Context: an optimization exercise on an open-source flow, tuned for small area and a short achievable clock period. The choices shown serve that exercise and are no tape-out recipe.
In this exercise RTL edits were held to simulation tests only and were not proved equivalent to the original.
Power figures rest on the tool's default switching activity, not on a simulated workload.

Design cao_pipe, start of the top module:
module cao_pipe (
    input  wire        clk,
    input  wire        rst,           
    input  wire [31:0] last_pc,       
    output wire        imem_en,
    output wire [31:0] imem_addr,
    input  wire [63:0] imem_rdata,
    output wire        dmem_en,
    output wire        dmem_we,
    output wire [11:0] dmem_addr,
    output wire [31:0] dmem_wdata,
    input  wire [31:0] dmem_rdata,
    output wire        halted,
    output wire        faulted,
    output wire [31:0] fault_addr,
    output wire [31:0] cycle_count,
    output wire [31:0] retired_count,
    input  wire [3:0]  dbg_sel,
    output wire [31:0] dbg_data
);
clock: 12.0 ns
lec_check: 0
cap_margin: 20
cell_pad_in_sites_detail_placement: 0
cell_pad_in_sites_global_placement: 1
core_margin: 2
core_utilization: 58
cts_buf_list: sky130_fd_sc_hd__clkbuf_8
cts_cluster_size: 24
place_density: 0.72
slew_margin: 20
tns_end_percent: 20
setup_slack_margin: 5.5
buffer_ports_args: -buffer_cell sky130_fd_sc_hd__buf_1
standard.sh (not shown) runs the stock make flow with config.mk's settings and CLKGATE_MAP_FILE= SYNTH_SCRIPT=/design/flow/synth_recipe.tcl, a recipe that flattens the netlist after the stock synthesis.
==> flow/flow/run.sh <==
#!/bin/bash
# The standard layout, with two changes to how ORFS optimises it:
#  - the ports are buffered with buf_1 cells instead of ORFS's default pick
#    (a slow delay cell), still one buffer on every input and output port;
#  - repair_timing aims for a setup slack of 5.5 ns instead of 0.
# Synthesis, floorplan, power grid, tap cells, CTS and routing are the standard flow's own
# (standard.sh); the clock and constraints are unchanged.
set -euo pipefail
cat >> config.mk << 'X'
export SETUP_SLACK_MARGIN = 5.5
export BUFFER_PORTS_ARGS = -buffer_cell sky130_fd_sc_hd__buf_1
X
bash standard.sh > standard_make.log 2>&1
Change:
==> flow/flow/run.sh (replaced) <==
#!/bin/bash
# The standard layout, with two changes to how ORFS optimises it:
#  - the ports are buffered with buf_2 cells instead of ORFS's default pick
#    (a slow delay cell), still one buffer on every input and output port;
#  - repair_timing aims for a setup slack of 5.5 ns instead of 0.
# Synthesis, floorplan, power grid, tap cells, CTS and routing are the standard flow's own
# (standard.sh); the clock and constraints are unchanged.
set -euo pipefail
cat >> config.mk << 'X'
export SETUP_SLACK_MARGIN = 5.5
export BUFFER_PORTS_ARGS = -buffer_cell sky130_fd_sc_hd__buf_2
X
bash standard.sh > standard_make.log 2>&1
- BUFFER_PORTS_ARGS: -buffer_cell sky130_fd_sc_hd__buf_1 -> -buffer_cell sky130_fd_sc_hd__buf_2
- CELL_PAD_IN_SITES_DETAIL_PLACEMENT: 0 -> 1
- CELL_PAD_IN_SITES_GLOBAL_PLACEMENT: 1 -> 2
- CORE_UTILIZATION: 58 -> 60
- TNS_END_PERCENT: 20 -> not set
Result: This time the run never finished: it broke off in 3_1_place_gp_skip_io (GPL-0301). Synthesized cell count does not change. Area after synthesis stays the same.
Change:
==> flow/flow/run.sh (replaced) <==
#!/bin/bash
# The standard layout, with two changes to how ORFS optimises it:
#  - the ports are buffered with buf_1 cells instead of ORFS's default pick
#    (a slow delay cell), still one buffer on every input and output port;
#  - repair_timing aims for a setup slack of 5.5 ns instead of 0.
# Synthesis, floorplan, power grid, tap cells, CTS and routing are the standard flow's own
# (standard.sh); the clock and constraints are unchanged.
set -euo pipefail
cat >> config.mk << 'X'
export SETUP_SLACK_MARGIN = 5.5
export BUFFER_PORTS_ARGS = -buffer_cell sky130_fd_sc_hd__buf_1
X
bash standard.sh > standard_make.log 2>&1
- BUFFER_PORTS_ARGS: -buffer_cell sky130_fd_sc_hd__buf_2 -> -buffer_cell sky130_fd_sc_hd__buf_1
- CELL_PAD_IN_SITES_DETAIL_PLACEMENT: 1 -> 0
- CELL_PAD_IN_SITES_GLOBAL_PLACEMENT: 2 -> 1
- CORE_UTILIZATION: 60 -> 55
- PLACE_DENSITY: 0.72 -> 0.7
- With this change the flow passed the timing, design-rule and antenna checks
- area after synthesis does not change
- synthesized cell count does not change
Change:
- CELL_PAD_IN_SITES_DETAIL_PLACEMENT: 0 -> 1
- CELL_PAD_IN_SITES_GLOBAL_PLACEMENT: 1 -> 2
- CORE_UTILIZATION: 55 -> 50
- PLACE_DENSITY: 0.7 -> 0.65
Result:
- worst setup slack degrades by 0.0091 ns
- wire length increases by 6.2%
- core utilization decreases by 5.2 points
- fmax hardly moves
- via count increases by 1.9%
- global-route usage decreases by 1.1 points
- total power decreases by about 9%
- clock skew decreases by 0.014 ns
- non-clock buffer count increases by 34
- cell area increases by 0.54%
Change:
- TNS_END_PERCENT: not set -> 20
After rerunning: The new run ran to the end with no violations. Sequential power is about the same. Worst hold slack barely changes. Routed wire length is about the same. Power is about the same. First-iteration DRC count grows by 2.1%. Maximum frequency stays flat. Setup slack loses 0.0038 ns.

* * *

Starting RTL as in the previous note.
==> flow/design.v (excerpt) <==
module cao_pipe (
    input  wire        clk,
    input  wire        rst,           
    input  wire [31:0] last_pc,       
    output wire        imem_en,
    output wire [31:0] imem_addr,
    input  wire [63:0] imem_rdata,
    output wire        dmem_en,
    output wire        dmem_we,
    output wire [11:0] dmem_addr,
    output wire [31:0] dmem_wdata,
    input  wire [31:0] dmem_rdata,
    output wire        halted,
    output wire        faulted,
    output wire [31:0] fault_addr,
    output wire [31:0] cycle_count,
    output wire [31:0] retired_count,
    input  wire [3:0]  dbg_sel,
    output wire [31:0] dbg_data
);
Settings: LEC_CHECK=0, CAP_MARGIN=10, CELL_PAD_IN_SITES_DETAIL_PLACEMENT=1, CELL_PAD_IN_SITES_GLOBAL_PLACEMENT=2, CORE_MARGIN=2, CORE_UTILIZATION=50, CTS_BUF_LIST=sky130_fd_sc_hd__clkbuf_8, CTS_CLUSTER_SIZE=24, PLACE_DENSITY=0.65, SLEW_MARGIN=10, SETUP_SLACK_MARGIN=5.5, BUFFER_PORTS_ARGS=-buffer_cell sky130_fd_sc_hd__buf_1; clock period 12.0 ns.
==> flow/flow/run.sh <==
#!/bin/bash
# The standard layout, with two changes to how ORFS optimises it:
#  - the ports are buffered with buf_1 cells instead of ORFS's default pick
#    (a slow delay cell), still one buffer on every input and output port;
#  - repair_timing aims for a setup slack of 5.5 ns instead of 0.
# Synthesis, floorplan, power grid, tap cells, CTS and routing are the standard flow's own
# (standard.sh); the clock and constraints are unchanged.
set -euo pipefail
cat >> config.mk << 'X'
export SETUP_SLACK_MARGIN = 5.5
export BUFFER_PORTS_ARGS = -buffer_cell sky130_fd_sc_hd__buf_1
X
bash standard.sh > standard_make.log 2>&1
The first run completed without violations.
Change:
--- a/flow/flow/run.sh
+++ b/flow/flow/run.sh
@@ -2,3 +2,3 @@
 # The standard layout, with two changes to how ORFS optimises it:
-#  - the ports are buffered with buf_1 cells instead of ORFS's default pick
+#  - the ports are buffered with buf_2 cells instead of ORFS's default pick
 #    (a slow delay cell), still one buffer on every input and output port;
@@ -10,3 +10,3 @@
 export SETUP_SLACK_MARGIN = 5.5
-export BUFFER_PORTS_ARGS = -buffer_cell sky130_fd_sc_hd__buf_1
+export BUFFER_PORTS_ARGS = -buffer_cell sky130_fd_sc_hd__buf_2
 X
==> flow/config.mk (replaced) <==
export PLATFORM = sky130hd
export DESIGN_NAME = cao_pipe
export DESIGN_NICKNAME = cao_pipe
export VERILOG_FILES = /design/flow/design.v
export SDC_FILE = /design/flow/constraint.sdc
export NUM_CORES = 4
export LEC_CHECK = 0
export CAP_MARGIN = 20
export CELL_PAD_IN_SITES_DETAIL_PLACEMENT = 1
export CELL_PAD_IN_SITES_GLOBAL_PLACEMENT = 2
export CORE_MARGIN = 2
export CORE_UTILIZATION = 50
export CTS_BUF_LIST = sky130_fd_sc_hd__clkbuf_4
export PLACE_DENSITY = 0.65
export SLEW_MARGIN = 20
export SETUP_SLACK_MARGIN = 5.5
export BUFFER_PORTS_ARGS = -buffer_cell sky130_fd_sc_hd__buf_2
Power rose by 0.52%.
Setup slack improved by 0.011 ns.
Maximum frequency hardly moves.
Critical path depth is lower by 3.

==> port drivers added, routing unchanged <==
The results above use ideal ports. As a check the final layouts listed here were re-extracted and re-timed, cells and wires unchanged.
Step 1 sets driving cells, clkbuf_16 on the clock port and buf_2 on the other inputs (assumed; they add their load-dependent delay and slew).
Step 2 adds t to the input delays and takes it off the output delays; t is the mean of the earliest and latest rising clock arrival at the registers after step 1. Input paths then give back, and output paths get back, about the clock's delay inside the block.
Three values: ideal, step 1, step 2; two values: the first two.
| run | t (ns) | setup WS [ns] | hold WS [ns] | worst data-port slew with drivers (ns) | pins driven straight from the clock port |
|---|---|---|---|---|---|
| the first run of note 1 | 0.946 | 5.360 / 5.339 / 5.339 | 0.392 / 0.392 / 0.392 | 0.06 | 1 |
| the third run of note 1 | 0.936 | 5.437 / 5.417 / 5.417 | 0.392 / 0.392 / 0.392 | 0.05 | 1 |
| the fourth run of note 1 | 0.935 | 5.428 / 5.384 / 5.384 | 0.395 / 0.395 / 0.395 | 0.08 | 1 |
| the fifth run of note 1 | 0.941 | 5.424 / 5.386 / 5.386 | 0.395 / 0.395 / 0.395 | 0.08 | 1 |
| the first run of note 2 | 0.923 | 5.462 / 5.422 / 5.422 | 0.397 / 0.397 / 0.397 | 0.08 | 1 |
| the second run of note 2 | 1.249 | 5.473 / 5.446 / 5.446 | 0.398 / 0.398 / 0.398 | 0.08 | 1 |
After both steps every run listed still meets setup and hold. For the fourth run of note 1, which loses most, drivers alone change the setup slack by -0.044 ns; drivers and shift together by -0.044 ns.
